From an optimization exercise on the open Yosys and OpenROAD flow, aimed at small area; shortcuts taken in it are not production practice.
Function was checked by simulation only, so behaviour that the tests miss may differ from the original.
No activity file was given, so power comes from the tool's default toggle rates.

## red
Design crtc6845, start of the top module:
module crtc6845 (
    input             clk,
    input             rst,
    input             ce,
    input             bus_en,
    input             bus_rs,
    input             bus_rw,
    input      [7:0]  bus_din,
    input             lpstb,
    output     [7:0]  dout,
    output            de,
    output            hsync,
    output            vsync,
    output            cursor,
    output     [13:0] ma,
    output     [4:0]  ra,
    output            frame_start,
    output            geom_evt,
    output            geom_valid,
    output            upd_valid,
    output     [13:0] upd_addr,
    output            upd_strobe
);
Size: ~65 I/O pins, roughly 0.014 mm² of cells after synthesis.
export LEC_CHECK = 0
export ABC_AREA = 1
export CAP_MARGIN = 20
export CORE_MARGIN = 2
export CORE_UTILIZATION = 40
export CTS_BUF_LIST = sky130_fd_sc_hd__clkbuf_16
export CTS_CLUSTER_DIAMETER = 100
export CTS_CLUSTER_SIZE = 25
export GPL_TIMING_DRIVEN = 0
export PLACE_DENSITY = 0.6
export SLEW_MARGIN = 20
create_clock -name core_clock -period 15.0 [get_ports {clk}]
standard.sh (not shown) runs the stock make flow with config.mk's settings and CLKGATE_MAP_FILE= SYNTH_SCRIPT=/design/flow/synth_recipe.tcl, a recipe that flattens the netlist after the stock synthesis.
==> flow/flow/run.sh <==
#!/bin/bash
# Own layout flow: the standard flow (standard.sh, ORFS scripts and
# settings) with these changes to how the layout is made:
#  - ABC maps the logic with an area-oriented script (&deepsyn, then dch +
#    amap twice) in place of ORFS's abc_area.script;
#  - no ADDER_MAP_FILE, so the ripple arithmetic of the RTL is left to ABC
#    instead of being extracted into fa/ha cells first;
#  - ports are buffered with sky130_fd_sc_hd__buf_1 (still one buffer per port);
#  - the clock tree uses clusters of 25 sinks under clkbuf_16 leaf buffers, a
#    clkbuf_4 root and no dummy loads.
# Each tool's output goes to its own log under orfs/logs; the make output
# goes to standard_flow.log in this folder.
set -euo pipefail
here=$(pwd)
mkdir -p "$here/scripts_mod"
cp -r "$FLOW_HOME/scripts/." "$here/scripts_mod/"
cp "$here/flow/abc_area.script" "$here/scripts_mod/abc_area.script"
cts="-sink_clustering_enable -repair_clock_nets -sink_clustering_size 25"
cts="$cts -sink_clustering_max_diameter 100 -buf_list sky130_fd_sc_hd__clkbuf_16"
cts="$cts -root_buf sky130_fd_sc_hd__clkbuf_4 -dont_use_dummy_load"
bash "$here/standard.sh" SCRIPTS_DIR="$here/scripts_mod" ADDER_MAP_FILE= \
    "BUFFER_PORTS_ARGS=-buffer_cell sky130_fd_sc_hd__buf_1" "CTS_ARGS=$cts" \
    finish > "$here/standard_flow.log" 2>&1
==> flow/flow/abc_area.script <==
strash
&get -n
&deepsyn -J 50 -T 300
&put
dch -f
amap
strash
dch -f
amap
topo
red ended with every stage complete and zero timing, DRC or antenna violations.
What blue does differently from red at the input level:
# red
export LEC_CHECK = 0
export ABC_AREA = 1
export CAP_MARGIN = 20
export CORE_MARGIN = 2
export CORE_UTILIZATION = 40
export CTS_BUF_LIST = sky130_fd_sc_hd__clkbuf_16
export CTS_CLUSTER_DIAMETER = 100
export CTS_CLUSTER_SIZE = 25
export GPL_TIMING_DRIVEN = 0
export PLACE_DENSITY = 0.6
export SLEW_MARGIN = 20
create_clock -name core_clock -period 15.0 [get_ports {clk}]
# blue
export LEC_CHECK = 0
export ABC_AREA = 1
export CAP_MARGIN = 20
export CORE_MARGIN = 2
export CORE_UTILIZATION = 40
export CTS_BUF_LIST = sky130_fd_sc_hd__clkbuf_8
export CTS_CLUSTER_DIAMETER = 60
export CTS_CLUSTER_SIZE = 12
export GPL_TIMING_DRIVEN = 0
export PLACE_DENSITY = 0.6
export SLEW_MARGIN = 20
create_clock -name core_clock -period 15.0 [get_ports {clk}]
--- a/flow/flow/run.sh
+++ b/flow/flow/run.sh
@@ -8,3 +8,3 @@
 #  - ports are buffered with sky130_fd_sc_hd__buf_1 (still one buffer per port);
-#  - the clock tree uses clusters of 25 sinks under clkbuf_16 leaf buffers, a
+#  - the clock tree uses clusters of 12 sinks under clkbuf_8 leaf buffers, a
 #    clkbuf_4 root and no dummy loads.
@@ -17,4 +17,4 @@
 cp "$here/flow/abc_area.script" "$here/scripts_mod/abc_area.script"
-cts="-sink_clustering_enable -repair_clock_nets -sink_clustering_size 25"
-cts="$cts -sink_clustering_max_diameter 100 -buf_list sky130_fd_sc_hd__clkbuf_16"
+cts="-sink_clustering_enable -repair_clock_nets -sink_clustering_size 12"
+cts="$cts -sink_clustering_max_diameter 60 -buf_list sky130_fd_sc_hd__clkbuf_8"
 cts="$cts -root_buf sky130_fd_sc_hd__clkbuf_4 -dont_use_dummy_load"
Notes after the runs:
blue did not stop at any stage, and its layout met the timing, design-rule and antenna checks.
Re proportion of power drawn by the clock network: blue is 1.4 points up on red.
When blue is set beside red, its combinational share of power turns out to be 0.3 points smaller.
The clock period minus final worst setup slack in blue sits 0.017 ns above the value recorded for red.
Re power in the clock group: red was lower than blue.
In the metrics for red and blue, the one carrying the lower proportion of cell area spent on the clock network is red.
Compared with red, blue shows a area of all placed cells without fillers that is about 0.47% higher.
Per the comparison of blue with red, total power shows an increase of 0.000027 W; global-route usage shows no meaningful change.

==> static timing again, ports no longer ideal <==
In the flow no input, the clock included, has a driving cell. The finished layouts below were timed again as built, in two steps. Step 1 (the two cells are an assumption about what drives the block):
set clk [get_ports {clk}]
set_driving_cell -lib_cell sky130_fd_sc_hd__clkbuf_16 $clk
set_driving_cell -lib_cell sky130_fd_sc_hd__buf_2 [delete_from_list [all_inputs] $clk]
Step 2, shift: input delay + t, output delay - t, t = (earliest + latest rising clock arrival at the registers) / 2. This alone moves slack from input paths to output paths. Slacks: ideal / step 1 / step 2; pairs: ideal / step 1.
| run | t (ns) | setup slack, ns | hold slack, ns | latest minus earliest clock arrival (ns) | worst register clock-pin slew, ns |
|---|---|---|---|---|---|
| red | 0.724 | 5.316 / 5.268 / 5.935 | 0.463 / 0.463 / 0.463 | 0.093 / 0.094 | 0.11 / 0.11 |
| blue | 0.792 | 5.299 / 5.253 / 5.797 | 0.463 / 0.463 / 0.463 | 0.080 / 0.080 | 0.09 / 0.09 |
After both steps every run listed still meets setup and hold.
